Source: an optimization exercise on an open RTL-to-GDS flow (aim: a short achievable clock period and few clock cycles). Production flows keep margins and buffers that such runs may drop.
In this exercise RTL edits were held to simulation tests only and were not proved equivalent to the original.
In every run shown here, the design's own scripts or RTL, not TritonCTS, make the clock network.
The clock port is modelled as an ideal driver, which makes a skipped or thinned clock tree look cheaper than it is; a real chip needs a root buffer or a tree.
Power and IR drop assume default switching activity.

==> design/flow/design.v <==
module ioga (
    input  wire        clk,
    input  wire        rst,
    input  wire        tx_valid,
    output reg         tx_ready,
    input  wire [15:0] tx_code,
    input  wire [31:0] tx_data,
    output reg         rsp_valid,
    output reg  [31:0] rsp_data,
    output reg  [1:0]  rsp_status,    
    output reg         rsp_tc,        
    output reg         rsp_devwr,     
    output reg         irq_line,
    output reg         nmi_line,
    output reg         mem_req,
    output reg         mem_we,
    output reg  [31:0] mem_addr,
    output reg  [7:0]  mem_wdata,
    input  wire        mem_ack,
    input  wire [7:0]  mem_rdata,
    input  wire        mem_err
);
    integer i;
    reg     rst_q;       
    localparam NOP = 35;
    localparam O_RD_VEC = 0,  O_RD_SLO = 1,  O_RD_SHI = 2,  O_RD_NMI = 3,
               O_RD_TMR = 4,  O_RD_PRE = 5,  O_RD_DAD = 6,  O_RD_DVA = 7,
               O_RD_DCN = 8,  O_RD_DCT = 9,
               O_WR_VEC = 10, O_WR_SLO = 11, O_WR_SHI = 12, O_WR_NMI = 13,
               O_WR_T1  = 14, O_WR_T2  = 15, O_WR_T3  = 16, O_WR_PRE = 17,
               O_WR_DAD = 18, O_WR_DVA = 19, O_WR_DCN = 20, O_WR_DCT = 21,
               O_LN_IRQ = 22, O_LN_SFT = 23, O_LN_NMI = 24, O_LN_DRQ = 25,
               O_ACK_I  = 26, O_ACK_N  = 27, O_PEEK_I = 28,
               O_TICK0  = 29, O_TICK1  = 30, O_TICK2  = 31, O_TICK3  = 32,
               O_DSTEP  = 33, O_RESET  = 34;
    function legal_code;
        input [15:0] c;
        begin
            case (c[15:12])
                4'h0, 4'h1:
                    case (c[11:8])
                        4'h0:    legal_code = (c[7:0] < 8'd16);
                        4'h2:    legal_code = (c[7:0] < 8'd8);
                        4'h4:    legal_code = (c[7:0] < 8'd4);
                        4'h1, 4'h3, 4'h5, 4'h6, 4'h7, 4'h8, 4'h9:
                                 legal_code = (c[7:0] == 8'd0);
                        default: legal_code = 1'b0;
                    endcase
                4'h2:
                    case (c[11:8])
                        4'h0, 4'h1: legal_code = (c[7:0] < 8'd16);
                        4'h2, 4'h3: legal_code = (c[7:0] == 8'd0);
                        default:    legal_code = 1'b0;
                    endcase
                4'h3:    legal_code = (c[11:8] < 4'h4) && (c[7:0] == 8'd0);
                4'h4:    legal_code = (c[11:8] == 4'h0) ? (c[7:0] < 8'd4) :
                                      (c[11:8] == 4'h1) && (c[7:0] == 8'd0);
                4'h5:    legal_code = (c[11:8] == 4'h0) && (c[7:0] == 8'd0);
                default: legal_code = 1'b0;
            endcase
        end
    endfunction
    reg        r_valid;
    reg [15:0] r_code;
    reg [31:0] r_d;
    reg        s_valid;
    reg [15:0] s_code;
    reg [31:0] s_d;
    wire accept = tx_valid && !s_valid;
    wire [15:0] q_code = s_valid ? s_code : tx_code;    
    reg  [5:0]  r_cls;         
    reg  [9:0]  r_grp;         
    reg         r_ihi0, r_ilt8, r_ilt4, r_iz;            
    reg  [15:0] r_oh;          
    wire        e_valid = r_valid;
    wire [15:0] e_code  = r_code;
    wire [31:0] e_d     = r_d;
    wire [7:0] idx = e_code[7:0];
    wire idx_hi0  = r_ihi0;
    wire idx_lt8  = r_ilt8;
    wire idx_lt4  = r_ilt4;
    wire idx_z    = r_iz;
    wire c_rd  = r_cls[0];
    wire c_wr  = r_cls[1];
    wire c_ln  = r_cls[2];
    wire c_ack = r_cls[3];
    wire c_sch = r_cls[4];
    wire c_rst = r_cls[5];
    reg [NOP-1:0] d_op;
    always @* begin
        d_op = {NOP{1'b0}};
        d_op[O_RD_VEC] = c_rd && r_grp[0] && idx_hi0;
        d_op[O_RD_SLO] = c_rd && r_grp[1] && idx_z;
        d_op[O_RD_SHI] = c_rd && r_grp[2] && idx_lt8;
        d_op[O_RD_NMI] = c_rd && r_grp[3] && idx_z;
        d_op[O_RD_TMR] = c_rd && r_grp[4] && idx_lt4;
        d_op[O_RD_PRE] = c_rd && r_grp[5] && idx_z;
        d_op[O_RD_DAD] = c_rd && r_grp[6] && idx_z;
        d_op[O_RD_DVA] = c_rd && r_grp[7] && idx_z;
        d_op[O_RD_DCN] = c_rd && r_grp[8] && idx_z;
        d_op[O_RD_DCT] = c_rd && r_grp[9] && idx_z;
        d_op[O_WR_VEC] = c_wr && r_grp[0] && idx_hi0;
        d_op[O_WR_SLO] = c_wr && r_grp[1] && idx_z;
        d_op[O_WR_SHI] = c_wr && r_grp[2] && idx_lt8;
        d_op[O_WR_NMI] = c_wr && r_grp[3] && idx_z;
        d_op[O_WR_T1]  = c_wr && r_grp[4] && idx_hi0 && r_oh[1];
        d_op[O_WR_T2]  = c_wr && r_grp[4] && idx_hi0 && r_oh[2];
        d_op[O_WR_T3]  = c_wr && r_grp[4] && idx_hi0 && r_oh[3];
        d_op[O_WR_PRE] = c_wr && r_grp[5] && idx_z;
        d_op[O_WR_DAD] = c_wr && r_grp[6] && idx_z;
        d_op[O_WR_DVA] = c_wr && r_grp[7] && idx_z;
        d_op[O_WR_DCN] = c_wr && r_grp[8] && idx_z;
        d_op[O_WR_DCT] = c_wr && r_grp[9] && idx_z;
        d_op[O_LN_IRQ] = c_ln && r_grp[0] && idx_hi0;
        d_op[O_LN_SFT] = c_ln && r_grp[1] && idx_hi0;
        d_op[O_LN_NMI] = c_ln && r_grp[2] && idx_z;
        d_op[O_LN_DRQ] = c_ln && r_grp[3] && idx_z;
        d_op[O_ACK_I]  = c_ack && r_grp[0] && idx_z;
        d_op[O_ACK_N]  = c_ack && r_grp[1] && idx_z;
        d_op[O_PEEK_I] = c_ack && r_grp[2] && idx_z;
        d_op[O_TICK0]  = c_sch && r_grp[0] && idx_hi0 && r_oh[0];
        d_op[O_TICK1]  = c_sch && r_grp[0] && idx_hi0 && r_oh[1];
        d_op[O_TICK2]  = c_sch && r_grp[0] && idx_hi0 && r_oh[2];
        d_op[O_TICK3]  = c_sch && r_grp[0] && idx_hi0 && r_oh[3];
        d_op[O_DSTEP]  = c_sch && r_grp[1] && idx_z;
        d_op[O_RESET]  = c_rst && r_grp[0] && idx_z;
    end
    wire [15:0] d_oh;
    genvar g;
    generate
        for (g = 0; g < 16; g = g + 1) begin : g_dec
            assign d_oh[g] = r_oh[g];
        end
    endgenerate
    wire        d_lvl   = e_d[0];
    wire        d_wv_ld = d_op[O_WR_VEC] && !e_d[8];
    wire        d_ws_ld = d_op[O_WR_SHI] && !e_d[8];
    wire [15:0] d_vset  = {16{d_op[O_LN_IRQ] &&  d_lvl}} & d_oh;    
    wire [15:0] d_vclr  = {16{d_op[O_LN_IRQ] && !d_lvl}} & d_oh;
    wire [15:0] d_vld   = {16{d_wv_ld}} & d_oh;                       
    wire [15:0] d_vdis  = {16{d_wv_ld && !e_d[9] && !e_d[12]}} & d_oh;  
    wire [7:0]  d_lset  = ({8{d_op[O_WR_SLO]}} & e_d[7:0]) |
                          ({8{d_op[O_LN_SFT] &&  d_lvl}} & d_oh[7:0]);
    wire [7:0]  d_lclr  = {8{d_op[O_LN_SFT] && !d_lvl}} & d_oh[7:0];
    wire [7:0]  d_hset  = {8{d_op[O_LN_SFT] &&  d_lvl}} & d_oh[15:8];
    wire [7:0]  d_hclr  = {8{d_op[O_LN_SFT] && !d_lvl}} & d_oh[15:8];
    wire [7:0]  d_hld   = {8{d_ws_ld}} & d_oh[7:0];                   
    wire        d_nset  = d_op[O_LN_NMI] &&  d_lvl;
    wire        d_nclr  = d_op[O_LN_NMI] && !d_lvl;
    wire        d_t1ld  = d_op[O_WR_T1] && e_d[16];
    wire        d_t2ld  = d_op[O_WR_T2] && e_d[30];
    wire        d_t3ld  = d_op[O_WR_T3] && e_d[30];
    wire        d_t1le1 = (e_d[15:1] == 15'd0);
    wire        d_t23le1 = (e_d[29:1] == 29'd0);
    wire        d_dzero = (e_d == 32'd0);
    wire [7:0]  d_wh0m1 = e_d[15:8]  - 8'd1;
    wire [7:0]  d_wh1m1 = e_d[23:16] - 8'd1;
    wire [5:0]  d_wh2m1 = e_d[29:24] - 6'd1;
    wire        d_wh0z  = (e_d[15:8]  == 8'd0);
    wire        d_wh1z  = (e_d[23:16] == 8'd0);
    reg            x_valid;
    reg [NOP-1:0]  x_op;
    reg [15:0]     x_oh;
    reg [31:0]     x_d;
    reg [15:0]     x_code;
    reg            x_mem;      
    reg [15:0]     x_vset, x_vclr, x_vld, x_vdis;
    reg [7:0]      x_lset, x_lclr, x_hset, x_hclr, x_hld;
    reg            x_nset, x_nclr, x_t1ld, x_t2ld, x_t3ld;
    reg            x_t1le1, x_t23le1, x_dzero;
    reg [7:0]      x_wh0m1, x_wh1m1;
    reg [5:0]      x_wh2m1;
    reg            x_wh0z, x_wh1z;
    reg        ack_q, err_q;
    always @(posedge clk) begin
        ack_q <= x_mem && mem_ack && !rst;
        err_q <= mem_err;
    end
    wire x_adv  = !x_mem || mem_ack;       
    wire x_exec = x_valid && x_adv;
    wire [NOP-1:0] op = x_op;
    wire [31:0]    w  = x_d;
    wire           lvl = x_d[0];
    reg [7:0]  vec_vector [0:15];
    reg [15:0] vec_ext, vec_int, vec_pend, vec_forced;
    reg [7:0]  softlo;
    reg [7:0]  sh_vector [0:7];
    reg [7:0]  sh_pend, sh_forced;
    reg        nmi_en, nmi_edge, nmi_pend;
    reg        act_nmi;
    reg [15:0] act_vec;
    reg [7:0]  act_slo, act_shi;
    reg [15:0] tmr1_count;
    reg [29:0] tmr2_count, tmr3_count;
    reg [3:1]  tmr_run, tmr_exp;
    reg [3:1]  tmr_le1;        
    reg [7:0]  t1_h0m1, t2_h0m1, t3_h0m1, t2_h1m1, t3_h1m1;
    reg [5:0]  t2_h2m1, t3_h2m1;
    reg        t2_h0z, t3_h0z, t2_h1z, t3_h1z;
    reg [31:0] presc;
    reg [31:0] dma_addr, dma_vaddr, dma_count, dma_ctrl;
    reg        dma_nidle;      
    reg        dma_drq;
    wire [15:0] vec_en = vec_ext | vec_int;
    wire t1_fire = op[O_TICK1] && tmr_run[1] && tmr_le1[1];
    wire t2_fire = op[O_TICK2] && tmr_run[2] && tmr_le1[2];
    wire t3_fire = op[O_TICK3] && tmr_run[3] && tmr_le1[3];
    wire [15:0] tick_set = {t3_fire, t2_fire, t1_fire, op[O_TICK0], 12'h000} & vec_en;
    wire ack_i = op[O_ACK_I];
    wire [15:0] n_vec_pend = ((vec_pend & ~(x_vclr | (x_vdis & ~vec_forced) |
                                            ({16{ack_i}} & act_vec))) |
                              (x_vset & vec_en) | (x_vld & vec_forced) | tick_set) &
                             {16{!op[O_RESET]}};
    wire [7:0]  n_softlo   = ((softlo & ~(x_lclr | ({8{ack_i}} & act_slo))) | x_lset) &
                             {8{!op[O_RESET]}};
    wire [7:0]  n_sh_pend  = ((sh_pend & ~(x_hclr | ({8{ack_i}} & act_shi))) |
                              x_hset | (x_hld & sh_forced)) &
                             {8{!op[O_RESET]}};
    wire        n_nmi_pend = ((nmi_pend & !(x_nclr || (op[O_ACK_N] && act_nmi))) ||
                              (x_nset && nmi_en)) && !op[O_RESET];
    wire kill_vec = |(x_vdis & act_vec & ~vec_forced);
    reg irq_q, nmi_q;
    wire none_after = !(irq_q || nmi_q) ||
                      (ack_i && irq_q) ||
                      (op[O_ACK_N] && nmi_q) ||
                      kill_vec || op[O_RESET];
    wire [32:0] cand = {n_sh_pend, n_softlo, n_vec_pend, n_nmi_pend};
    reg  [32:0] first;
    reg         seen;
    always @* begin
        seen = 1'b0;
        for (i = 0; i < 33; i = i + 1) begin
            first[i] = cand[i] && !seen;
            seen = seen || cand[i];
        end
    end
    reg [7:0] act_vector;
    always @* begin
        act_vector = 8'h00;
        for (i = 0; i < 16; i = i + 1)
            if (act_vec[i]) act_vector = act_vector | vec_vector[i];
        for (i = 0; i < 8; i = i + 1) begin
            if (act_slo[i]) act_vector = act_vector | (8'h8F + 8'h10 * i[7:0]);
            if (act_shi[i]) act_vector = act_vector | sh_vector[i];
        end
    end
    wire dma_done   = x_mem && mem_ack;                      
    wire dma_moved  = dma_done && !mem_err;
    wire pend_mv    = ack_q && !err_q;                       
    reg [31:0] as_step, cs_m1;      
    reg [6:0]  as_c, cs_z;          
    reg        cnt_is1;
    reg        cnt_nz;              
    reg [31:0] done_addr, done_cnt;
    reg        done_is1;
    wire [31:0] eff_addr   = pend_mv ? done_addr : dma_addr;
    wire [31:0] eff_count  = pend_mv ? done_cnt : dma_count;
    wire        eff_nidle  = dma_nidle && !(pend_mv && done_is1);
    wire        eff_cnt_nz = pend_mv ? !done_is1 : cnt_nz;
    reg [31:0] addr_step, cnt_m1;
    reg        cy_a, cy_c;
    always @* begin
        cy_a = 1'b1;
        cy_c = 1'b1;
        for (i = 0; i < 8; i = i + 1) begin
            addr_step[4*i +: 4] = cy_a ? as_step[4*i +: 4] : eff_addr[4*i +: 4];
            cnt_m1[4*i +: 4]    = cy_c ? cs_m1[4*i +: 4]   : eff_count[4*i +: 4];
            if (i < 7) begin
                cy_a = cy_a && as_c[i];
                cy_c = cy_c && cs_z[i];
            end
        end
    end
    wire        t_clr   = rst_q || op[O_RESET];
    wire        t_dec   = op[O_WR_DCT] ? w[1] : dma_ctrl[1];
    reg  [31:0] up_d, up_n, up_w, dn_d, dn_n, dn_w, cm_d, cm_n, cm_w;
    reg  [6:0]  fu_d, fu_n, fu_w, fz_d, fz_n, fz_w, cz_d, cz_n, cz_w;
    always @* begin
        for (i = 0; i < 8; i = i + 1) begin
            up_d[4*i +: 4] = dma_addr[4*i +: 4] + 4'd1;
            up_n[4*i +: 4] = done_addr[4*i +: 4] + 4'd1;
            up_w[4*i +: 4] = w[4*i +: 4] + 4'd1;
            dn_d[4*i +: 4] = dma_addr[4*i +: 4] - 4'd1;
            dn_n[4*i +: 4] = done_addr[4*i +: 4] - 4'd1;
            dn_w[4*i +: 4] = w[4*i +: 4] - 4'd1;
            cm_d[4*i +: 4] = dma_count[4*i +: 4] - 4'd1;
            cm_n[4*i +: 4] = done_cnt[4*i +: 4] - 4'd1;
            cm_w[4*i +: 4] = w[4*i +: 4] - 4'd1;
        end
        for (i = 0; i < 7; i = i + 1) begin
            fu_d[i] = (dma_addr[4*i +: 4] == 4'hF);
            fu_n[i] = (done_addr[4*i +: 4] == 4'hF);
            fu_w[i] = (w[4*i +: 4] == 4'hF);
            fz_d[i] = (dma_addr[4*i +: 4] == 4'h0);
            fz_n[i] = (done_addr[4*i +: 4] == 4'h0);
            fz_w[i] = (w[4*i +: 4] == 4'h0);
            cz_d[i] = (dma_count[4*i +: 4] == 4'h0);
            cz_n[i] = (done_cnt[4*i +: 4] == 4'h0);
            cz_w[i] = (w[4*i +: 4] == 4'h0);
        end
    end
    always @(posedge clk) begin
        if (t_clr) begin
            as_step <= 32'h1111_1111;
            as_c    <= 7'h00;
            cs_m1   <= 32'hFFFF_FFFF;
            cs_z    <= 7'h7F;
            cnt_is1 <= 1'b0;
        end else if (op[O_WR_DAD] || op[O_WR_DCN]) begin
            as_step <= op[O_WR_DAD] ? (t_dec ? dn_w : up_w) : (t_dec ? (pend_mv ? dn_n : dn_d) : (pend_mv ? up_n : up_d));
            as_c    <= op[O_WR_DAD] ? (t_dec ? fz_w : fu_w) : (t_dec ? (pend_mv ? fz_n : fz_d) : (pend_mv ? fu_n : fu_d));
            cs_m1   <= op[O_WR_DCN] ? cm_w : (pend_mv ? cm_n : cm_d);
            cs_z    <= op[O_WR_DCN] ? cz_w : (pend_mv ? cz_n : cz_d);
            cnt_is1 <= op[O_WR_DCN] ? (w == 32'd1) : (eff_count == 32'd1);
        end else begin
            as_step <= t_dec ? (pend_mv ? dn_n : dn_d) : (pend_mv ? up_n : up_d);
            as_c    <= t_dec ? (pend_mv ? fz_n : fz_d) : (pend_mv ? fu_n : fu_d);
            cs_m1   <= pend_mv ? cm_n : cm_d;
            cs_z    <= pend_mv ? cz_n : cz_d;
            cnt_is1 <= (eff_count == 32'd1);
        end
        done_addr <= addr_step;
        done_cnt  <= cnt_m1;
        done_is1  <= cnt_is1;
    end
    reg [31:0] n_dma_addr;
    reg        n_dma_nidle, n_dma_drq, n_ctrl0;
    always @* begin
        n_dma_addr   = eff_addr;
        n_dma_nidle  = eff_nidle;
        n_dma_drq    = dma_drq;
        n_ctrl0      = dma_ctrl[0];
        if (op[O_WR_DAD]) n_dma_addr = w;
        if (op[O_WR_DCT]) n_ctrl0 = w[0];
        if (op[O_WR_DCN] && x_dzero) n_dma_nidle = 1'b0;
        if (op[O_LN_DRQ]) begin
            n_dma_drq = lvl;
            if (lvl && !dma_drq && !eff_nidle && eff_cnt_nz) n_dma_nidle = 1'b1;
        end
        if (op[O_RESET]) begin
            n_dma_addr   = 32'h0;
            n_dma_nidle  = 1'b0;
            n_dma_drq    = 1'b0;
            n_ctrl0      = 1'b0;
        end
    end
    wire e_mem = d_op[O_DSTEP] && n_dma_nidle && !(dma_moved && cnt_is1) && n_dma_drq;
    wire r_free = !r_valid || x_adv;       
    reg         r_iss;         
    reg         s_dstep;       
    wire        tx_dstep  = (tx_code == 16'h4100);
    wire        q_dstep   = s_valid ? s_dstep : (tx_valid && tx_dstep);
    wire [31:0] la_addr_a  = dma_moved ? addr_step : n_dma_addr;
    wire        la_nidle_a = n_dma_nidle && !(dma_moved && cnt_is1);
    wire        la_drq_a   = n_dma_drq;
    wire        la_we_a    = !n_ctrl0;
    wire        la_cnz_a   = op[O_RESET]  ? 1'b0 :
                             op[O_WR_DCN] ? !x_dzero :
                             dma_moved    ? !cnt_is1 : eff_cnt_nz;
    wire        b_reset  = e_valid && d_op[O_RESET];
    wire        b_wrdad  = e_valid && d_op[O_WR_DAD];
    wire        b_wrdct  = e_valid && d_op[O_WR_DCT];
    wire [31:0] rq_addr  = (x_adv && b_reset) ? 32'h0 : (x_adv && b_wrdad) ? e_d : la_addr_a;
    wire        rq_we    = (x_adv && b_reset) ? 1'b1 : (x_adv && b_wrdct) ? !e_d[0] : la_we_a;
    wire        b_wrdcn  = e_valid && d_op[O_WR_DCN];
    wire        b_lndrq  = e_valid && d_op[O_LN_DRQ];
    wire [31:0] la_addr  = b_reset ? 32'h0 : b_wrdad ? e_d : la_addr_a;
    wire        la_we    = b_reset ? 1'b1 : b_wrdct ? !e_d[0] : la_we_a;
    wire        nm_cnz_a = op[O_RESET]  ? 1'b0 :
                           op[O_WR_DCN] ? !x_dzero : eff_cnt_nz;
    wire        la_drq   = b_reset ? 1'b0 : b_lndrq ? e_d[0] : la_drq_a;
    wire        la_nidle = b_reset ? 1'b0 :
                           (b_wrdcn && d_dzero) ? 1'b0 :
                           (b_lndrq && e_d[0] && !la_drq_a && !n_dma_nidle && nm_cnz_a) ? 1'b1 :
                           n_dma_nidle;
    wire        b_mem    = e_valid && (r_iss || (d_op[O_DSTEP] && n_dma_nidle && n_dma_drq));
    wire        la_ok    = !rst_q && !x_mem && !b_mem && la_nidle && la_drq;
    wire        la_issue = q_dstep && la_ok;
    wire        x_issue  = x_adv && e_valid && e_mem && !r_iss;
    always @(posedge clk) begin
        if (rst) begin
            r_valid <= 1'b0;
            r_iss   <= 1'b0;
            s_valid <= 1'b0;
            tx_ready <= 1'b1;
            x_valid <= 1'b0;
            x_mem   <= 1'b0;
            mem_req <= 1'b0;
        end else begin
            if (r_free) r_valid <= s_valid || accept;
            if (r_free) r_iss   <= la_issue;
            s_valid  <= s_valid ? !r_free : (accept && !r_free);
            tx_ready <= s_valid ? r_free : !(accept && !r_free);
            if (x_adv) begin
                x_valid <= e_valid;
                x_mem   <= e_valid && (e_mem || r_iss);
            end
            if (x_issue || la_issue) mem_req <= 1'b1;
            else if (mem_ack)        mem_req <= 1'b0;
        end
    end
    always @(posedge clk) begin
        if (x_adv) begin
            if (e_valid) begin
                x_op   <= d_op;
                x_vset <= d_vset;
                x_vclr <= d_vclr;
                x_vld  <= d_vld;
                x_vdis <= d_vdis;
                x_lset <= d_lset;
                x_lclr <= d_lclr;
                x_hset <= d_hset;
                x_hclr <= d_hclr;
                x_hld  <= d_hld;
                x_nset <= d_nset;
                x_nclr <= d_nclr;
                x_t1ld <= d_t1ld;
                x_t2ld <= d_t2ld;
                x_t3ld <= d_t3ld;
            end else begin
                x_op   <= {NOP{1'b0}};
                x_vset <= 16'h0;
                x_vclr <= 16'h0;
                x_vld  <= 16'h0;
                x_vdis <= 16'h0;
                x_lset <= 8'h0;
                x_lclr <= 8'h0;
                x_hset <= 8'h0;
                x_hclr <= 8'h0;
                x_hld  <= 8'h0;
                x_nset <= 1'b0;
                x_nclr <= 1'b0;
                x_t1ld <= 1'b0;
                x_t2ld <= 1'b0;
                x_t3ld <= 1'b0;
            end
        end
    end
    always @(posedge clk) begin
        if (!s_valid) begin
            s_dstep <= tx_dstep;
            s_code <= tx_code;
            s_d    <= tx_data;
        end
        if (r_free) begin
            r_code <= q_code;
            r_d    <= s_valid ? s_d    : tx_data;
            for (i = 0; i < 6; i = i + 1)  r_cls[i] <= (q_code[15:12] == i);
            for (i = 0; i < 10; i = i + 1) r_grp[i] <= (q_code[11:8] == i);
            for (i = 0; i < 16; i = i + 1) r_oh[i]  <= (q_code[3:0] == i);
            r_ihi0 <= (q_code[7:4] == 4'h0);
            r_ilt8 <= (q_code[7:3] == 5'h0);
            r_ilt4 <= (q_code[7:2] == 6'h0);
            r_iz   <= (q_code[7:0] == 8'h0);
        end
        if (x_adv) begin
            x_oh      <= d_oh;
            x_d       <= e_d;
            x_code    <= e_code;
            x_t1le1   <= d_t1le1;
            x_t23le1  <= d_t23le1;
            x_dzero   <= d_dzero;
            x_wh0m1   <= d_wh0m1;
            x_wh1m1   <= d_wh1m1;
            x_wh2m1   <= d_wh2m1;
            x_wh0z    <= d_wh0z;
            x_wh1z    <= d_wh1z;
        end
        mem_addr <= rq_addr;
        mem_we   <= rq_we;
        mem_wdata <= la_issue ?
                         (r_free ? (s_valid ? s_d[7:0] : tx_data[7:0]) : r_d[7:0]) :
                         (x_adv ? e_d[7:0] : x_d[7:0]);
    end
    reg [31:0] r_data;
    always @* begin
        r_data = 32'h0;
        if (op[O_RD_VEC])
            for (i = 0; i < 16; i = i + 1)
                if (x_oh[i])
                    r_data = r_data | {19'h0, vec_int[i], 2'b00, vec_ext[i],
                                       vec_pend[i], vec_vector[i]};
        if (op[O_RD_SLO]) r_data = r_data | {24'h0, softlo};
        if (op[O_RD_SHI])
            for (i = 0; i < 8; i = i + 1)
                if (x_oh[i])
                    r_data = r_data | {23'h0, sh_pend[i], sh_vector[i]};
        if (op[O_RD_NMI]) r_data = r_data | {27'h0, nmi_en, nmi_pend, 1'b0, nmi_edge, 1'b0};
        if (op[O_RD_TMR]) begin
            if (x_oh[0]) r_data = r_data | 32'h4000_0000;
            if (x_oh[1]) r_data = r_data | {14'h0, tmr_exp[1], tmr_run[1], tmr1_count};
            if (x_oh[2]) r_data = r_data | {tmr_exp[2], tmr_run[2], tmr2_count};
            if (x_oh[3]) r_data = r_data | {tmr_exp[3], tmr_run[3], tmr3_count};
        end
        if (op[O_RD_PRE]) r_data = r_data | presc;
        if (op[O_RD_DAD]) r_data = r_data | eff_addr;
        if (op[O_RD_DVA]) r_data = r_data | dma_vaddr;
        if (op[O_RD_DCN]) r_data = r_data | eff_count;
        if (op[O_RD_DCT]) r_data = r_data | dma_ctrl;
        if (op[O_ACK_I] || op[O_PEEK_I]) r_data = r_data | {24'h0, act_vector};
        if (dma_moved && dma_ctrl[0]) r_data = r_data | {24'h0, mem_rdata};
    end
    always @(posedge clk) begin
        rsp_valid <= x_exec && !rst;
        rsp_data   <= r_data;
        rsp_status <= !legal_code(x_code) ? 2'd2 : (dma_done && mem_err) ? 2'd1 : 2'd0;
        rsp_tc     <= dma_moved && cnt_is1;
        rsp_devwr  <= dma_moved && dma_ctrl[0];
    end
    always @(posedge clk) begin
        if (rst_q || op[O_RESET]) begin
            for (i = 0; i < 16; i = i + 1) vec_vector[i] <= 8'h00;
            for (i = 0; i < 8; i = i + 1)  sh_vector[i]  <= 8'h00;
            vec_ext    <= 16'h0;
            vec_int    <= 16'h0;
            vec_forced <= 16'h0;
            sh_forced  <= 8'h0;
            nmi_en     <= 1'b0;
            nmi_edge   <= 1'b0;
            tmr1_count <= 16'h0;
            tmr2_count <= 30'h0;
            tmr3_count <= 30'h0;
            tmr_run    <= 3'b000;
            tmr_exp    <= 3'b000;
            tmr_le1    <= 3'b111;
            presc      <= 32'h0;
            dma_vaddr  <= 32'h0;
            dma_count  <= 32'h0;
            cnt_nz     <= 1'b0;
            dma_ctrl   <= 32'h0;
        end else begin
            for (i = 0; i < 16; i = i + 1)
                if (op[O_WR_VEC] && x_oh[i]) begin
                    if (w[8]) vec_forced[i] <= 1'b1;
                    else begin
                        vec_vector[i] <= w[7:0];
                        vec_ext[i]    <= w[9];
                        vec_int[i]    <= w[12];
                        vec_forced[i] <= 1'b0;
                    end
                end
            for (i = 0; i < 8; i = i + 1)
                if (op[O_WR_SHI] && x_oh[i]) begin
                    if (w[8]) sh_forced[i] <= 1'b1;
                    else begin
                        sh_vector[i] <= w[7:0];
                        sh_forced[i] <= 1'b0;
                    end
                end
            if (op[O_WR_NMI]) begin
                nmi_en   <= w[4];
                nmi_edge <= w[1];
            end
            if (x_nset && nmi_en && nmi_edge) nmi_en <= 1'b0;
            if (op[O_WR_T1]) begin
                if (x_t1ld) begin
                    tmr1_count <= w[15:0];
                    tmr_le1[1] <= x_t1le1;
                    tmr_exp[1] <= 1'b0;
                    tmr_run[1] <= 1'b1;
                end else tmr_run[1] <= 1'b0;
            end
            if (op[O_WR_T2]) begin
                if (x_t2ld) begin
                    tmr2_count <= w[29:0];
                    tmr_le1[2] <= x_t23le1;
                    tmr_exp[2] <= 1'b0;
                    tmr_run[2] <= 1'b1;
                end else tmr_run[2] <= 1'b0;
            end
            if (op[O_WR_T3]) begin
                if (x_t3ld) begin
                    tmr3_count <= w[29:0];
                    tmr_le1[3] <= x_t23le1;
                    tmr_exp[3] <= 1'b0;
                    tmr_run[3] <= 1'b1;
                end else tmr_run[3] <= 1'b0;
            end
            if (op[O_TICK1] && tmr_run[1]) begin
                if (tmr_le1[1]) begin
                    tmr1_count <= 16'd0;
                    tmr_run[1] <= 1'b0;
                    tmr_exp[1] <= 1'b1;
                end else begin
                    tmr1_count[7:0] <= tmr1_count[7:0] - 8'd1;
                    if (tmr1_count[7:0] == 8'd0) tmr1_count[15:8] <= t1_h0m1;
                    tmr_le1[1] <= (tmr1_count[15:8] == 8'd0) && (tmr1_count[7:0] <= 8'd2);
                end
            end
            if (op[O_TICK2] && tmr_run[2]) begin
                if (tmr_le1[2]) begin
                    tmr2_count <= 30'd0;
                    tmr_run[2] <= 1'b0;
                    tmr_exp[2] <= 1'b1;
                end else begin
                    tmr2_count[7:0] <= tmr2_count[7:0] - 8'd1;
                    if (tmr2_count[7:0] == 8'd0) begin
                        tmr2_count[15:8] <= t2_h0m1;
                        if (t2_h0z) tmr2_count[23:16] <= t2_h1m1;
                        if (t2_h0z && t2_h1z) tmr2_count[29:24] <= t2_h2m1;
                    end
                    tmr_le1[2] <= (tmr2_count[29:8] == 22'd0) && (tmr2_count[7:0] <= 8'd2);
                end
            end
            if (op[O_TICK3] && tmr_run[3]) begin
                if (tmr_le1[3]) begin
                    tmr3_count <= 30'd0;
                    tmr_run[3] <= 1'b0;
                    tmr_exp[3] <= 1'b1;
                end else begin
                    tmr3_count[7:0] <= tmr3_count[7:0] - 8'd1;
                    if (tmr3_count[7:0] == 8'd0) begin
                        tmr3_count[15:8] <= t3_h0m1;
                        if (t3_h0z) tmr3_count[23:16] <= t3_h1m1;
                        if (t3_h0z && t3_h1z) tmr3_count[29:24] <= t3_h2m1;
                    end
                    tmr_le1[3] <= (tmr3_count[29:8] == 22'd0) && (tmr3_count[7:0] <= 8'd2);
                end
            end
            t1_h0m1 <= (op[O_WR_T1] && x_t1ld) ? x_wh0m1 : tmr1_count[15:8] - 8'd1;
            if (op[O_WR_T2] && x_t2ld) begin
                t2_h0m1 <= x_wh0m1;
                t2_h1m1 <= x_wh1m1;
                t2_h2m1 <= x_wh2m1;
                t2_h0z  <= x_wh0z;
                t2_h1z  <= x_wh1z;
            end else begin
                t2_h0m1 <= tmr2_count[15:8]  - 8'd1;
                t2_h1m1 <= tmr2_count[23:16] - 8'd1;
                t2_h2m1 <= tmr2_count[29:24] - 6'd1;
                t2_h0z  <= (tmr2_count[15:8]  == 8'd0);
                t2_h1z  <= (tmr2_count[23:16] == 8'd0);
            end
            if (op[O_WR_T3] && x_t3ld) begin
                t3_h0m1 <= x_wh0m1;
                t3_h1m1 <= x_wh1m1;
                t3_h2m1 <= x_wh2m1;
                t3_h0z  <= x_wh0z;
                t3_h1z  <= x_wh1z;
            end else begin
                t3_h0m1 <= tmr3_count[15:8]  - 8'd1;
                t3_h1m1 <= tmr3_count[23:16] - 8'd1;
                t3_h2m1 <= tmr3_count[29:24] - 6'd1;
                t3_h0z  <= (tmr3_count[15:8]  == 8'd0);
                t3_h1z  <= (tmr3_count[23:16] == 8'd0);
            end
            if (op[O_WR_PRE]) presc     <= w;
            if (op[O_WR_DVA]) dma_vaddr <= w;
            if (op[O_WR_DCT]) dma_ctrl  <= w;
            if (op[O_WR_DCN]) begin
                dma_count <= w;
                cnt_nz    <= !x_dzero;
            end
            else if (pend_mv) begin
                dma_count <= done_cnt;
                cnt_nz    <= !done_is1;
            end
        end
    end
    always @(posedge clk) rst_q <= rst;
    always @(posedge clk) begin
        if (rst || rst_q) begin
            irq_line <= 1'b0;
            nmi_line <= 1'b0;
        end else if (none_after) begin
            nmi_line <= cand[0];
            irq_line <= !cand[0] && |cand[32:1];
        end
    end
    always @(posedge clk) begin
        if (rst_q) begin
            irq_q <= 1'b0;
            nmi_q <= 1'b0;
        end else if (none_after) begin
            nmi_q <= cand[0];
            irq_q <= !cand[0] && |cand[32:1];
        end
    end
    always @(posedge clk) begin
        if (rst_q) begin
            dma_addr   <= 32'h0;
            dma_nidle  <= 1'b0;
            dma_drq    <= 1'b0;
        end else begin
            dma_addr   <= n_dma_addr;
            dma_nidle  <= n_dma_nidle;
            dma_drq    <= n_dma_drq;
        end
    end
    always @(posedge clk) begin
        if (rst_q) begin
            vec_pend   <= 16'h0;
            softlo     <= 8'h0;
            sh_pend    <= 8'h0;
            nmi_pend   <= 1'b0;
            act_nmi    <= 1'b0;
            act_vec    <= 16'h0;
            act_slo    <= 8'h0;
            act_shi    <= 8'h0;
        end else begin
            vec_pend <= n_vec_pend;
            softlo   <= n_softlo;
            sh_pend  <= n_sh_pend;
            nmi_pend <= n_nmi_pend;
            if (none_after) begin
                act_nmi  <= first[0];
                act_vec  <= first[16:1];
                act_slo  <= first[24:17];
                act_shi  <= first[32:25];
            end
        end
    end
endmodule
==> design/flow/flow/run.sh <==
#!/bin/bash
# Layout flow: the standard flow (standard.sh) with two changes:
#  - the clock tree is built by flow/mycts.tcl (four root buffers on the
#    clock port, each driving the leaf buffers of one region of the core)
#    in place of TritonCTS, in a copy of the ORFS scripts whose cts.tcl
#    sources it; the rest of cts.tcl (timing repair, placement) is unchanged;
#  - timing repair aims at a larger setup margin.
# Synthesis is the standard one, run first and unchanged.
set -euo pipefail
here=$PWD
export SETUP_SLACK_MARGIN=${SETUP_SLACK_MARGIN_OVERRIDE:-6}
export MYCTS_TCL=$here/flow/mycts.tcl

rm -rf scripts_mod
cp -rp "$FLOW_HOME/scripts" scripts_mod
sed -i 's|log_cmd clock_tree_synthesis {\*}$cts_args|source $::env(MYCTS_TCL)|' scripts_mod/cts.tcl
grep -q 'MYCTS_TCL' scripts_mod/cts.tcl

bash standard.sh synth > synth.log 2>&1
bash standard.sh floorplan place > place.log 2>&1
bash standard.sh SCRIPTS_DIR=$here/scripts_mod cts > cts.log 2>&1
bash standard.sh finish > finish.log 2>&1
==> design/flow/flow/mycts.tcl <==
# Two-level clock tree, built in place of TritonCTS in cts.tcl.
#
# The clock port drives NROOT root buffers (one per region of the core);
# each root drives the leaf buffers of its region; each leaf buffer drives a
# compact cluster of about LEAF_SINKS flip-flop clock pins. All buffers sit
# at the centroid of what they drive; detailed placement legalizes them.

set nroot      [expr {[info exists ::env(MYCTS_ROOTS)] ? $::env(MYCTS_ROOTS) : 4}]
set leaf_sinks [expr {[info exists ::env(MYCTS_LEAF_SINKS)] ? $::env(MYCTS_LEAF_SINKS) : 24}]
set leaf_cell  [expr {[info exists ::env(MYCTS_LEAF_CELL)] ? $::env(MYCTS_LEAF_CELL) : "sky130_fd_sc_hd__clkbuf_16"}]
set root_cell  [expr {[info exists ::env(MYCTS_ROOT_CELL)] ? $::env(MYCTS_ROOT_CELL) : "sky130_fd_sc_hd__clkbuf_16"}]

set block [ord::get_db_block]
set db    [ord::get_db]
set clk_bterm [$block findBTerm clk]
set clk_net   [$clk_bterm getNet]

set leaf_master [$db findMaster $leaf_cell]
set root_master [$db findMaster $root_cell]

proc iterm_xy {it} {
  set inst [$it getInst]
  set bb [$inst getBBox]
  return [list [expr {([$bb xMin] + [$bb xMax]) / 2}] [expr {([$bb yMin] + [$bb yMax]) / 2}]]
}

# sinks: every instance pin on the clock net
set sinks {}
foreach it [$clk_net getITerms] {
  lassign [iterm_xy $it] x y
  lappend sinks [list $x $y $it]
}
set n [llength $sinks]
set nleaf [expr {int(ceil(double($n) / $leaf_sinks))}]
set ncol  [expr {max(1, int(round(sqrt($nleaf))))}]
puts "mycts: $n sinks, $nleaf leaf buffers in $ncol columns, $nroot roots"

# split the sinks into ncol columns of equal count by x, then each column
# into groups of about leaf_sinks by y
set sinks [lsort -integer -index 0 $sinks]
set clusters {}
set per_col [expr {double($n) / $ncol}]
for {set c 0} {$c < $ncol} {incr c} {
  set lo [expr {int(round($c * $per_col))}]
  set hi [expr {int(round(($c + 1) * $per_col)) - 1}]
  set col [lsort -integer -index 1 [lrange $sinks $lo $hi]]
  set m [llength $col]
  set ng [expr {max(1, int(round(double($m) / $leaf_sinks)))}]
  set per_g [expr {double($m) / $ng}]
  for {set g 0} {$g < $ng} {incr g} {
    set glo [expr {int(round($g * $per_g))}]
    set ghi [expr {int(round(($g + 1) * $per_g)) - 1}]
    lappend clusters [lrange $col $glo $ghi]
  }
}

# leaf buffers
set leaves {}
set k 0
foreach cl $clusters {
  set sx 0; set sy 0
  foreach s $cl { incr sx [lindex $s 0]; incr sy [lindex $s 1] }
  set cx [expr {$sx / [llength $cl]}]
  set cy [expr {$sy / [llength $cl]}]
  set inst [odb::dbInst_create $block $leaf_master "clkbuf_leaf_${k}_clk"]
  $inst setLocation [expr {$cx - [$leaf_master getWidth] / 2}] [expr {$cy - [$leaf_master getHeight] / 2}]
  $inst setPlacementStatus PLACED
  set net [odb::dbNet_create $block "clknet_leaf_${k}_clk"]
  $net setSigType CLOCK
  [$inst findITerm X] connect $net
  foreach s $cl {
    set it [lindex $s 2]
    $it disconnect
    $it connect $net
  }
  lappend leaves [list $cx $cy $inst]
  incr k
}

# roots: split the leaves into nroot regions (halves by x, then by y)
proc split_regions {items parts axis} {
  if {$parts <= 1 || [llength $items] <= 1} { return [list $items] }
  set items [lsort -integer -index $axis $items]
  set a [expr {$parts / 2}]
  set cut [expr {int(round(double([llength $items]) * $a / $parts))}]
  set nxt [expr {1 - $axis}]
  return [concat [split_regions [lrange $items 0 [expr {$cut - 1}]] $a $nxt] \
                 [split_regions [lrange $items $cut end] [expr {$parts - $a}] $nxt]]
}
set r 0
foreach reg [split_regions $leaves $nroot 0] {
  set sx 0; set sy 0
  foreach l $reg { incr sx [lindex $l 0]; incr sy [lindex $l 1] }
  set cx [expr {$sx / [llength $reg]}]
  set cy [expr {$sy / [llength $reg]}]
  set inst [odb::dbInst_create $block $root_master "clkbuf_root_${r}_clk"]
  $inst setLocation [expr {$cx - [$root_master getWidth] / 2}] [expr {$cy - [$root_master getHeight] / 2}]
  $inst setPlacementStatus PLACED
  set net [odb::dbNet_create $block "clknet_root_${r}_clk"]
  $net setSigType CLOCK
  [$inst findITerm X] connect $net
  [$inst findITerm A] connect $clk_net
  foreach l $reg { [[lindex $l 2] findITerm A] connect $net }
  incr r
}
$clk_net setSigType CLOCK

set_propagated_clock [all_clocks]
==> design/flow/standard.sh <==
#!/bin/bash
# synth_recipe.tcl (not shown) runs the flow's synth.tcl, then flattens the netlist and writes it again
# the make line also repeats each setting of config.mk as NAME=value (left out here)
make -C /OpenROAD-flow-scripts/flow DESIGN_CONFIG=/design/flow/config.mk WORK_HOME=/design/flow/orfs CLKGATE_MAP_FILE= SYNTH_SCRIPT=/design/flow/synth_recipe.tcl "${@:-finish}"
==> design/flow/config.mk <==
export PLATFORM = sky130hd
export DESIGN_NAME = ioga
export DESIGN_NICKNAME = ioga
export VERILOG_FILES = /design/flow/design.v
export SDC_FILE = /design/flow/constraint.sdc
export NUM_CORES = 4
export LEC_CHECK = 0
export CAP_MARGIN = 20
export CORE_MARGIN = 2
export CORE_UTILIZATION = 50
export PLACE_DENSITY = 0.6
export SLEW_MARGIN = 20
==> design/flow/constraint.sdc <==
create_clock -name core_clock -period 8.0 [get_ports {clk}]
set_input_delay 1.6000 -clock core_clock [delete_from_list [all_inputs] [get_ports {clk}]]
set_output_delay 1.6000 -clock core_clock [all_outputs]
set_load 0.01 [all_outputs]
==> parameters.txt, run 1 <==
Parameter                              Value

Timing
  Worst-case clock skew ... 41.9 ps
  Highest clock rate ... 0.311 GHz
  Worst hold margin ... 336 ps
  Count of endpoints failing hold in the final timing report ... 0
  Minimum clock period after layout ... 3220 ps
  Count of pins over their slew limit ... 0
  Unrepaired setup endpoints after global routing ... yes
  Fraction of the cycle the final worst path needs ... 40.2%
  Final setup violating endpoints ... 0
  Slew headroom ... 7.20%
  Transition time at the pin with the least slew margin ... 1390 ps
  Total Negative Setup Slacks ... 0 ps

Die
  Initial core utilization ... 50.5%
  Placement Rows ... 118
  Placeable Area ... 0.104 mm²
  Number of ports placed on the die boundary ... 143
  Die outline area ... 0.107 mm²
  Die outline height ... 327 µm
  Die width ... 327 µm

Yosys
  Share of flip-flops with an asynchronous set or reset ... 0%
  Post-synthesis instance total ... 5556
  Register area share after synthesis ... 53.7%
  Post-synthesis cell area ... 0.0523 mm²
  Total of flip-flops plus latches after synthesis ... 1218
  Most numerous cell types in the synthesized netlist ... dfxtp_1 (847), nand2_1 (845), nor2_1 (689)
  Top post-synthesis cells by area ... dfxtp_1 (32%), edfxtp_1 (21%), nand2_1 (6.1%)
  EDFF count, synth ... 371
  Most instantiated flip-flop cell in the synthesis netlist ... dfxtp_1
  Post-Syn Nets ... 5697
  Cell taking the most area after synthesis ... dfxtp_1
  Average cell area after synthesis ... 9.41 µm²
  Number of unique standard cell types used by synthesis ... 78
  Most numerous cell in the Yosys netlist ... dfxtp_1
  Share of the synthesized area in the top cell type ... 32.4%
  YS warnings ... 3

Final layout
  Final std cell area, no fill ... 0.0671 mm²
  Number of nets in the layout ... 6073
  Filler cell count ... 8320
  Area Overhead vs Synth ... 28.3%
  Share of cells above drive strength 1 ... 24.1%
  Final Instance Count excl. Fillers ... 7311

Flow run
  Maximum capacitance violations ... 0

Detailed routing
  Vias per cell ... 6.50
  Initial DRC count ... 7538
  Vias after detailed routing ... 47500
  Total detailed-routing wirelength ... 219 mm
  DRT antenna net count ... 0
  Wire per inst ... 29.9 µm
  DRC errors left ... 0
  Number of iterations in the first detailed-routing pass ... 14

Global route
  Antenna violations before repair ... 8
  Global-route wire length before repair ... 305 mm
  Overflow after GRT ... 0
  GR Util All Layers ... 38.5%
  Maximum number of pins on one net before global-route repair ... 95
  Via count of the first global-routing pass ... 42900

Worst setup path
  Worst EP required ... 8370 ps
  Max stage delay cell, worst path ... a2111o_1
  Crit path max-delay family ... compound AO/OA/AOI/OAI gates
  Worst Setup Start Kind ... input port
  Start of the worst register-to-register path ... r_d[16]
  Data arrival time of the worst path ... 3590 ps
  Number of buffers and inverters on the critical path ... 1
  Capturing element type of the critical path ... flop
  Critical path fanouts, max ... 5
  Delay of the slowest critical-path stage ... 410 ps
  Classification of the worst setup path ... in -> reg
  Worst setup path startpoint ... tx_code[3]
  Cell Chain, Critical Path ... buf_6 > nor4_4 > and4_4 > nand3_2 > a2111o_1 > a211o_4 > o211a_1 > a221o_1

Power and ir drop
  Static leakage ... 24.5 nW
  Maximum VDD drop ... 180 µV
  Power density over cell area ... 149 mW/mm²

Clocking
  Hold buffers post-CTS ... 0
  Clock transition at the registers of the reported paths ... 100 ps
  Later-pin clock latency in the skew report ... 490 ps

Placement
  Weighted congestion reported at the end of routability-driven placement ... 0.961
  Placement-stage cell area ... 0.0554 mm²
  Number of placed cells counting well taps ... 6760
  Detailed Place HPWL ... 128 mm
  Port buffer count ... 142

Status
  Run status ... finished clean

Hold path
  Worst hold path startpoint ... cs_m1[3]
  HP Class ... reg -> reg
[power by group]
part | total (mW) | switching, mW | internal (mW)
Clock | 3.11 | 1.92 | 1.19
Combinational | 0.436 | 0.296 | 0.139
Sequential | 6.47 | 0.0840 | 6.38
[worst register-to-register path, stage by stage (launching register included)]
cell	delay, ps
edfxtp_1	430
inv_2	80
ha_1	170
or3b_4	400
or3_4	380
nor4_2	410
and3_1	340
a211o_2	220
nor2_1	70
a221o_1	290
[registers in the layout, summed over array words and instances (netlist names), 30 cells and up]
signal / flops
rsp_data: 32
dma_vaddr: 32
done_addr: 32
s_d: 32
done_cnt: 32
x_d: 32
sh_vector: 64
mem_addr: 32
x_op: 30
presc: 32
dma_ctrl: 32
as_step: 32
dma_count: 32
vec_vector: 128
dma_addr: 32
cs_m1: 32
tmr2_count: 30
r_d: 32
tmr3_count: 30
[metrics by stage]
| step | power (mW) | setup WS (ps) | util [%] |
|---|---|---|---|
| after CTS | 9.96 | 4610 | 61.5 |
| after detailed placement | 6.94 | 3430 | 53.4 |
| after global placement | 6.94 | 3450 | 53.4 |
| final | 10.0 | 4780 | 64.7 |
| after global routing | 10.2 | 4680 | 64.7 |
| after floorplan | 6.74 | 4590 | - |
[routing by layer]
layer	GRT usage, %	vias to the layer above	share of wire, %
li1	-	20500	-
met1	56.5	23000	40
met2	55.2	3383	41
met3	9.06	608	14
met4	14.2	6	4.9
met5	0	-	0.019
[final timing paths]
path | depth (start not counted) | to | slack [ps]
worst max-delay path | 8 | mem_wdata[0] | 4780
worst min-delay path | 0 | done_cnt[3] | 340
worst max register to register | 9 | mem_wdata[0] | 5110
worst min register to register | 0 | done_cnt[3] | 340
[area by class of cell]
class	count	area, µm²	area share [%]
Multi-Input combinational cell	3828	26200	39.1
Timing Repair Buffer	680	8730	13.0
Buffer	53	1330	1.98
Sequential cell	1218	28300	42.1
Timing Repair inverter	14	223	0.332
Tap cell	1380	1730	2.57
Antenna cell	1	2.50	0.00373
Inverter	137	598	0.891
[layout by cell type, fill, tap and decap left out, types with 99 or more instances in the layout]
| cell type | instances |
|---|---|
| o21ai_0 | 110 |
| nor2_1 | 628 |
| mux2i_1 | 125 |
| a21oi_1 | 442 |
| a22oi_1 | 144 |
| buf_4 | 217 |
| dfxtp_1 | 770 |
| inv_1 | 99 |
| nand2_1 | 805 |
| buf_6 | 199 |
| edfxtp_1 | 371 |
[timing repair]
action                                   CTS  global route
gates cloned                             100            12
gates resized for setup                 1140           484
buffers inserted                         243           138
pin swaps                                146           195
endpoints found under the setup margin  1308          1057
[cell families (layout without fill, tap and decap cells)]
kind of cell | after synthesis | count (layout) | synth area share [%]
and+or+nand+nor | 2026 | 2053 | 16.7
DFF | 1218 | 1218 | 53.7
xor gates and xnor gates | 125 | 125 | 2.09
muxes | 260 | 260 | 5.13
buffers and inverters | 538 | 884 | 3.90
adders and majority gates | 80 | 80 | 2.03
AOI/OAI and AO/OA | 1309 | 1310 | 16.5
other | 0 | 1 | 0
Testbench counts, summed over its fixed seeds: cycles 32,657.
==> run 2, diff against run 1 <==
--- a/design/flow/design.v
+++ b/design/flow/design.v
@@ -351,30 +351,18 @@
     wire        tx_dstep  = (tx_code == 16'h4100);
     wire        q_dstep   = s_valid ? s_dstep : (tx_valid && tx_dstep);
     wire [31:0] la_addr_a  = dma_moved ? addr_step : n_dma_addr;
-    wire        la_nidle_a = n_dma_nidle && !(dma_moved && cnt_is1);
-    wire        la_drq_a   = n_dma_drq;
     wire        la_we_a    = !n_ctrl0;
-    wire        la_cnz_a   = op[O_RESET]  ? 1'b0 :
-                             op[O_WR_DCN] ? !x_dzero :
-                             dma_moved    ? !cnt_is1 : eff_cnt_nz;
     wire        b_reset  = e_valid && d_op[O_RESET];
     wire        b_wrdad  = e_valid && d_op[O_WR_DAD];
     wire        b_wrdct  = e_valid && d_op[O_WR_DCT];
     wire [31:0] rq_addr  = (x_adv && b_reset) ? 32'h0 : (x_adv && b_wrdad) ? e_d : la_addr_a;
     wire        rq_we    = (x_adv && b_reset) ? 1'b1 : (x_adv && b_wrdct) ? !e_d[0] : la_we_a;
-    wire        b_wrdcn  = e_valid && d_op[O_WR_DCN];
-    wire        b_lndrq  = e_valid && d_op[O_LN_DRQ];
-    wire [31:0] la_addr  = b_reset ? 32'h0 : b_wrdad ? e_d : la_addr_a;
-    wire        la_we    = b_reset ? 1'b1 : b_wrdct ? !e_d[0] : la_we_a;
-    wire        nm_cnz_a = op[O_RESET]  ? 1'b0 :
-                           op[O_WR_DCN] ? !x_dzero : eff_cnt_nz;
-    wire        la_drq   = b_reset ? 1'b0 : b_lndrq ? e_d[0] : la_drq_a;
-    wire        la_nidle = b_reset ? 1'b0 :
-                           (b_wrdcn && d_dzero) ? 1'b0 :
-                           (b_lndrq && e_d[0] && !la_drq_a && !n_dma_nidle && nm_cnz_a) ? 1'b1 :
-                           n_dma_nidle;
     wire        b_mem    = e_valid && (r_iss || (d_op[O_DSTEP] && n_dma_nidle && n_dma_drq));
-    wire        la_ok    = !rst_q && !x_mem && !b_mem && la_nidle && la_drq;
+    wire        a_dma    = op[O_WR_DAD] || op[O_WR_DCT] || op[O_WR_DCN] || op[O_LN_DRQ] ||
+                           op[O_RESET];
+    wire        b_dma    = e_valid && (d_op[O_DSTEP] || d_op[O_WR_DAD] || d_op[O_WR_DCT] ||
+                                       d_op[O_WR_DCN] || d_op[O_LN_DRQ] || d_op[O_RESET]);
+    wire        la_ok    = !rst_q && !x_mem && !a_dma && !b_dma && eff_nidle && dma_drq;
     wire        la_issue = q_dstep && la_ok;
     wire        x_issue  = x_adv && e_valid && e_mem && !r_iss;
     always @(posedge clk) begin
@@ -468,9 +456,8 @@
         end
         mem_addr <= rq_addr;
         mem_we   <= rq_we;
-        mem_wdata <= la_issue ?
-                         (r_free ? (s_valid ? s_d[7:0] : tx_data[7:0]) : r_d[7:0]) :
-                         (x_adv ? e_d[7:0] : x_d[7:0]);
+        mem_wdata <= (x_adv && !b_mem) ? (s_valid ? s_d[7:0] : tx_data[7:0]) :
+                     (x_adv ? e_d[7:0] : x_d[7:0]);
     end
     reg [31:0] r_data;
     always @* begin
==> run 2 against run 1 <==
  * Synthesized area grew 0.28%
  * Clock power is essentially flat
  * Design area shrank 1.7%
  * Sequential share of layout area grew 0.68 points
  * Clock skew grew 2.1 ps
  * Wire length shrank 1.8%
  * Critical path depth shrank 7
  * Power grew 0.21%
  * Fmax grew 24%
  * Hold slack lost 0.73 ps
  * Critical path type is now reg -> out
  * Largest cell class unchanged
==> parameters.txt, run 2 <==
Parameter                              Value

Yosys
  Share of the synthesized area in the top cell type ... 32.3%
  Post-synthesis cell area ... 0.0525 mm²
  Register area share after synthesis ... 53.6%
  YS warnings ... 3
  Cell taking the most area after synthesis ... dfxtp_1
  Post-synthesis instance total ... 5458
  Total of flip-flops plus latches after synthesis ... 1218
  Most instantiated flip-flop cell in the synthesis netlist ... dfxtp_1
  Most numerous cell in the Yosys netlist ... dfxtp_1
  Most numerous cell types in the synthesized netlist ... dfxtp_1 (847), nand2_1 (824), nor2_1 (612)
  EDFF count, synth ... 371
  Share of flip-flops with an asynchronous set or reset ... 0%
  Average cell area after synthesis ... 9.61 µm²
  Number of unique standard cell types used by synthesis ... 91
  Post-Syn Nets ... 5599
  Top post-synthesis cells by area ... dfxtp_1 (32%), edfxtp_1 (21%), nand2_1 (5.9%)

Timing
  Unrepaired setup endpoints after global routing ... yes
  Final Worst Setup Slack ... 5410 ps
  Fraction of the cycle the final worst path needs ... 32.4%
  Count of pins over their slew limit ... 0
  Slew headroom ... 20.1%
  Highest clock rate ... 0.386 GHz
  Total Negative Setup Slacks ... 0 ps
  Transition time at the pin with the least slew margin ... 1200 ps
  Count of endpoints failing hold in the final timing report ... 0
  Minimum clock period after layout ... 2590 ps
  Worst hold margin ... 335 ps
  Worst-case clock skew ... 44.0 ps
  Final setup violating endpoints ... 0

Global route
  Global-route wire length before repair ... 300 mm
  Overflow after GRT ... 0
  Antenna violations before repair ... 6
  Maximum number of pins on one net before global-route repair ... 84
  Via count of the first global-routing pass ... 42100
  GR Util All Layers ... 37.7%

Final layout
  Final std cell area, no fill ... 0.0660 mm²
  Largest regs ... vec_vector: 128 flops, sh_vector: 64 flops
  Number of nets in the layout ... 5909
  Share of cells above drive strength 1 ... 24.1%
  Commonest cells after routing, fill and taps aside ... dfxtp_1 (754), nand2_1 (749), nor2_1 (566)
  Number of flip-flops under the largest register name ... 128
  Leading cell type in the layout, fill and taps excluded ... dfxtp_1
  Final Instance Count excl. Fillers ... 7147
  Post-Route Utilization ... 63.6%
  Filler cell count ... 8330
  Area Overhead vs Synth ... 25.8%
  Most flops, register ... vec_vector

Detailed routing
  DRT antenna net count ... 0
  Number of iterations in the first detailed-routing pass ... 10
  DRC errors left ... 0
  Vias per cell ... 6.54
  Wire per inst ... 30.1 µm
  Total detailed-routing wirelength ... 215 mm
  Initial DRC count ... 7315
  Vias after detailed routing ... 46700

Die
  Die outline height ... 328 µm
  Placement Rows ... 118
  Die outline area ... 0.108 mm²
  Die width ... 328 µm
  Placeable Area ... 0.104 mm²
  Number of ports placed on the die boundary ... 143
  Initial core utilization ... 50.5%

Worst setup path
  Critical path fanouts, max ... 1
  Worst Setup Start Kind ... flop
  Crit path max-delay family ... flip-flops
  Max stage delay cell, worst path ... dfxtp_2
  Destination of the worst register-to-register timing path ... mem_req
  Classification of the worst setup path ... reg -> out
  Start of the worst register-to-register path ... r_valid
  Worst R2R Setup Slack ... 5600 ps
  Worst EP required ... 6400 ps
  Delay of the slowest critical-path stage ... 390 ps
  Capturing element type of the critical path ... primary output
  Cell Chain, Critical Path ... buf_6
  Depth of the most critical reg-to-reg path ... 7
  Number of buffers and inverters on the critical path ... 1
  Data arrival time of the worst path ... 990 ps

Placement
  Placement-stage cell area ... 0.0553 mm²
  Number of placed cells counting well taps ... 6674
  Weighted congestion reported at the end of routability-driven placement ... 0.959
  Port buffer count ... 142
  Detailed Place HPWL ... 132 mm
  Worst slack after detailed placement ... 3450 ps

Hold path
  HP Class ... reg -> reg
  Hold Path Cell Cnt ... 0
  Worst hold path startpoint ... cs_m1[3]
  Endpoint with the worst hold slack ... done_cnt[3]

Clocking
  Clock transition at the registers of the reported paths ... 100 ps
  Later-pin clock latency in the skew report ... 490 ps

Power and ir drop
  Static leakage ... 24.4 nW
  Power density over cell area ... 152 mW/mm²
  PnR Total Power ... 10.0 mW
  Maximum VDD drop ... 197 µV

Status
  Run status ... finished clean

Flow run
  Maximum capacitance violations ... 0
-- run 2: cell count changes after synthesis, moves of 15 or more --
cell,change
inv_1,-16
o211ai_1,-15
buf_2,+23
and2_1,+19
clkbuf_1,-35
mux2i_1,+30
nor2_1,-77
a21oi_1,-66
a211oi_1,+16
nand2_1,-21
mux2_2,+22
-- run 2: timing repair --
action                                 in CTS  in global routing
resized for setup                        1298                405
cloned                                     82                 18
setup endpoints to repair                1392               1007
endpoints found under the hold margin       0                  0
pin swaps                                 146                156
hold buffers                                0                  0
setup buffers                             250                 69
-- run 2: how the worst max path moves through the flow --
stage	to	start	cells past startpoint	slack, ps
after floorplan	x_code[0]	mem_ack	4	5090
after global placement	mem_addr[1]	mem_ack	6	3530
after detailed placement	mem_addr[4]	mem_ack	6	3450
after CTS	mem_addr[12]	mem_addr[12]	1	5400
after global routing	mem_addr[12]	mem_addr[12]	1	5410
final	rsp_data[7]	rsp_data[7]	1	5410
-- run 2: metal layers --
layer	up-vias	GRT usage (%)	share of wire (%)
li1	20100	-	-
met1	22800	55.6	41
met2	3249	52.3	40
met3	550	11.4	14
met4	8	12.2	4.5
met5	-	0	0.095
-- run 2: logic make-up after synthesis --
kind of cell             Yosys count  share of synthesized area (%)
buffers and inverters            510                           3.80
AO/OA/AOI/OAI                   1246                           15.8
flip-flops                      1218                           53.6
XOR/XNOR                         128                           2.14
AND/OR/NAND/NOR                 1963                           16.5
adder cells (fa/ha/maj)           80                           2.02
multiplexers                     313                           6.19
-- run 2: area by class of cell --
class                           instances  area (µm²)  area share [%]
Sequential cell                      1218       28200            42.8
Multi-Input combinational cell       3757       26300            39.9
Timing Repair Buffer                  598        7450            11.3
Tap cell                             1380        1730            2.62
Buffer                                 53        1330            2.01
Inverter                              122         566           0.857
Timing Repair inverter                 18         312           0.472
Antenna cell                            1        2.50         0.00379
-- run 2: power by group --
group	internal [mW]	total [mW]	switching, mW
Combinational	0.147	0.457	0.310
Sequential	6.39	6.46	0.0757
Clock	1.19	3.11	1.92
Total	7.72	10.0	2.31
Testbench counts of run 2, summed over its fixed seeds: cycles 32,754.
==> run 3, diff against run 2 <==
--- a/design/flow/design.v
+++ b/design/flow/design.v
@@ -224,16 +224,27 @@
                       (ack_i && irq_q) ||
                       (op[O_ACK_N] && nmi_q) ||
                       kill_vec || op[O_RESET];
-    wire [32:0] cand = {n_sh_pend, n_softlo, n_vec_pend, n_nmi_pend};
-    reg  [32:0] first;
-    reg         seen;
+    wire rel = (ack_i && irq_q) || (op[O_ACK_N] && nmi_q) || kill_vec;
+    wire [32:0] cand_r = {sh_pend, softlo, vec_pend, nmi_pend} &
+                         ~{act_shi, act_slo, act_vec, act_nmi};
+    wire [32:0] cand_n = {x_hset | (x_hld & sh_forced),
+                          x_lset,
+                          (x_vset & vec_en) | (x_vld & vec_forced) | tick_set,
+                          x_nset && nmi_en};
+    reg  [32:0] first_r, first_n;
+    reg         seen_r, seen_n;
     always @* begin
-        seen = 1'b0;
+        seen_r = 1'b0;
+        seen_n = 1'b0;
         for (i = 0; i < 33; i = i + 1) begin
-            first[i] = cand[i] && !seen;
-            seen = seen || cand[i];
+            first_r[i] = cand_r[i] && !seen_r;
+            first_n[i] = cand_n[i] && !seen_n;
+            seen_r = seen_r || cand_r[i];
+            seen_n = seen_n || cand_n[i];
         end
     end
+    wire [32:0] first = op[O_RESET] ? 33'h0 : rel ? first_r : first_n;
+    wire [32:0] cand  = op[O_RESET] ? 33'h0 : rel ? cand_r  : cand_n;
     reg [7:0] act_vector;
     always @* begin
         act_vector = 8'h00;
==> run 3 against run 2 <==
  * Flip-flop and latch count unchanged
  * Final cell count is 3.0% higher
  * Combinational power shrank 8.3%
  * Register-to-register slack got worse by 130 ps
  * Design area up 1.4%
  * Critical endpoint unchanged
  * Critical path type unchanged
  * Clock power hardly changed
  * Critical path depth unchanged
  * Synthesized cell count increased by 2.9%
  * Largest power group unchanged
  * Fmax is 1.0% lower
  * Highest routed layer unchanged
  * Wire length rose by 4.4%
  * Clock skew shrank 16 ps
  * Still clean on timing, DRC and antenna
==> parameters.txt, run 3 <==
Parameter                              Value

Status
  Run status ... finished clean

Power and ir drop
  Net switching power figure ... 2.33 mW
  Maximum VDD drop ... 176 µV
  Internal Dissipation ... 7.70 mW
  Clock power frac ... 31.3%
  Power density over cell area ... 150 mW/mm²
  Combinational group share of total power ... 4.2%
  Static leakage ... 24.8 nW
  PnR Total Power ... 10.0 mW
  Sequential fraction of design power ... 64.6%
  Switching Share ... 23.2%

Timing
  Final setup violating endpoints ... 0
  Minimum clock period after layout ... 2620 ps
  Transition time at the pin with the least slew margin ... 923 ps
  Slew headroom ... 38.5%
  Total Negative Setup Slacks ... 0 ps
  Worst hold margin ... 337 ps
  Worst-case clock skew ... 28.2 ps
  Count of pins over their slew limit ... 0
  Highest clock rate ... 0.382 GHz
  Count of endpoints failing hold in the final timing report ... 0
  Unrepaired setup endpoints after global routing ... yes
  Fraction of the cycle the final worst path needs ... 32.7%

Detailed routing
  Total detailed-routing wirelength ... 224 mm
  Vias per cell ... 6.52
  Wire per inst ... 30.5 µm
  Initial DRC count ... 7352
  DRC errors left ... 0
  Number of iterations in the first detailed-routing pass ... 9
  Vias after detailed routing ... 48000
  DRT antenna net count ... 0

Global route
  Most heavily used metal layer in global routing ... met1
  Antenna violations before repair ... 5
  Via count of the first global-routing pass ... 42900
  Global-route wire length before repair ... 309 mm
  Global-route met2 utilization ... 56.4%
  Overflow after GRT ... 0
  Maximum number of pins on one net before global-route repair ... 179
  Met3 demand-to-capacity share in global routing ... 9.52%
  GR Util All Layers ... 38.9%
  GR Layer Usage met1 ... 56.9%

Worst setup path
  Data arrival time of the worst path ... 1020 ps
  Delay of the slowest critical-path stage ... 410 ps
  Worst setup path startpoint ... rsp_data[7]
  Number of buffers and inverters on the critical path ... 1
  Cell Chain, Critical Path ... buf_6
  Critical path fanouts, max ... 1
  Classification of the worst setup path ... reg -> out
  Worst EP required ... 6400 ps
  Capturing element type of the critical path ... primary output
  Start of the worst register-to-register path ... ack_q
  Max stage delay cell, worst path ... dfxtp_4
  Worst Setup Start Kind ... flop
  Crit path max-delay family ... flip-flops

Placement
  Weighted congestion reported at the end of routability-driven placement ... 0.971
  Port buffer count ... 142
  Detailed Place HPWL ... 136 mm
  Number of placed cells counting well taps ... 6838

Die
  Initial core utilization ... 50.4%
  Die outline area ... 0.109 mm²
  Die outline height ... 330 µm
  Number of ports placed on the die boundary ... 143
  Placement Rows ... 119
  Die width ... 330 µm
  Placeable Area ... 0.105 mm²

Yosys
  Share of the synthesized area in the top cell type ... 32.0%
  Top post-synthesis cells by area ... dfxtp_1 (32%), edfxtp_1 (21%), nand2_1 (5.9%)
  Post-synthesis compound-gate area fraction ... 15.5%
  Combinational family with the most area after synthesis ... simple AND/OR/NAND/NOR gates
  YS warnings ... 3
  Register area share after synthesis ... 52.9%
  Cell taking the most area after synthesis ... dfxtp_1
  Total of flip-flops plus latches after synthesis ... 1218
  EDFF count, synth ... 371
  Share of flip-flops with an asynchronous set or reset ... 0%
  Proportion of synthesized area in mux cells ... 5.99%
  Post-synthesis instance total ... 5619
  Post-synthesis share of cell area spent on full adders, half adders and majority gates ... 2.02%
  Synthesized-area fraction occupied by xor and xnor cells ... 2.13%
  Simple-Gate Fraction of Synth Area ... 17.7%
  Most numerous cell types in the synthesized netlist ... dfxtp_1 (847), nand2_1 (828), nor2_1 (690)
  Most numerous cell in the Yosys netlist ... dfxtp_1
  Number of unique standard cell types used by synthesis ... 89
  Average cell area after synthesis ... 9.44 µm²
  Post-synthesis cell area ... 0.0531 mm²
  Post-Syn Nets ... 5761
  Most instantiated flip-flop cell in the synthesis netlist ... dfxtp_1

Final layout
  Largest regs ... vec_vector: 128 flops, sh_vector: 64 flops
  Number of nets in the layout ... 6113
  Number of flip-flops under the largest register name ... 128
  Most flops, register ... vec_vector
  Final Instance Count excl. Fillers ... 7362
  Share of cells above drive strength 1 ... 23.1%
  Commonest cells after routing, fill and taps aside ... nand2_1 (793), dfxtp_1 (735), nor2_1 (637)
  Leading cell type in the layout, fill and taps excluded ... nand2_1
  Area Overhead vs Synth ... 26.0%

Flow run
  Maximum capacitance violations ... 0

Hold path
  HP Class ... reg -> reg
  Worst hold path startpoint ... cs_m1[1]

Clocking
  Later-pin clock latency in the skew report ... 500 ps
  Hold buffers post-CTS ... 0
  Clock transition at the registers of the reported paths ... 110 ps
[run 3: area by class of cell]
| cell class | instances | area (µm²) |
|---|---|---|
| diodes | 2 | 5.00 |
| plain buffers | 53 | 1330 |
| fillers | 8511 | 38400 |
| inverters | 130 | 561 |
| multi-input cells | 3911 | 26800 |
| flip-flops and latches | 1218 | 28300 |
| well taps | 1391 | 1740 |
| repair buffers | 640 | 7780 |
| repair inverters | 17 | 320 |
[run 3: layer usage]
| metal | share of wire [%] | wire, µm | vias to the layer above |
|---|---|---|---|
| li1 | - | - | 20700 |
| met1 | 40 | 89800 | 23500 |
| met2 | 42 | 94100 | 3204 |
| met3 | 13 | 30300 | 564 |
| met4 | 4.6 | 10200 | 4 |
| met5 | 0.013 | 29 | - |
[run 3: timing repair]
item	4_1_cts	5_1_grt
resized for setup	1250	387
setup endpoints to repair	1352	878
pin swaps	151	139
setup buffers	243	131
gates cloned	69	26
[run 3: through the flow]
step                utilization, %  worst slack (ps)  area [µm²]
floorplan                        -              5210       54100
global placement              53.3              3840       56100
detailed placement            53.3              3750       56100
CTS                           60.5              5360       63700
global route                  63.5              5360       66900
finish                        63.5              5380       66900
[run 3: kinds of logic (layout without fill, tap and decap cells)]
family / count (synthesis) / count (layout)
xor+xnor: 129 / 129
fa+ha+maj: 81 / 81
buf+inv: 519 / 840
simple gates: 2099 / 2128
other cells: 0 / 2
compound gates: 1265 / 1265
flops: 1218 / 1218
mux: 308 / 308
[run 3: final timing paths]
check / endpoint / cells after the start / slack, ps
max: rsp_data[7] / 1 / 5380
min: done_cnt[1] / 0 / 340
max reg2reg: cnt_is1 / 15 / 5470
min reg2reg: done_cnt[1] / 0 / 340
[run 3: power by group through the flow]
stage,combinational [mW],sequential (mW),clock (mW)
2_1_floorplan,0.182,6.56,0
4_1_cts,0.381,6.46,3.13
3_5_place_dp,0.311,6.63,0
3_3_place_gp,0.311,6.63,0
5_1_grt,0.429,6.48,3.31
6_report,0.419,6.47,3.13
Testbench counts of run 3, summed over its fixed seeds: cycles 32,754.

## static timing again, ports no longer ideal
No port has a modelled driver above. Below, the same layouts with a new extraction and two added sets of constraints.
Step 1, drivers: a clkbuf_16 drives clk and a buf_2 each remaining input, both assumed.
Step 2 moves the port delays by t, midway between the first and last clock arrival at a register: inputs arrive t later, outputs are due t later. That takes back most of the time a late clock gives input paths.
a / b / c = no drivers / after step 1 / after step 2; a / b = the first two.
| run | shift t [ns] | setup slack, ns | worst setup path at the end | slew at the worst register clock pin (ns) |
|---|---|---|---|---|
| run 1 | 0.629 | 4.784 / 4.917 / 4.288 | input to register | 0.11 / 0.11 |
| run 2 | 0.639 | 5.411 / 5.241 / 5.030 | input to register | 0.11 / 0.11 |
| run 3 | 0.654 | 5.384 / 5.210 / 4.912 | input to register | 0.12 / 0.12 |
After both steps every run listed still meets setup and hold. For run 1, which loses most, drivers alone change the setup slack by +0.133 ns; drivers and shift together by -0.496 ns.
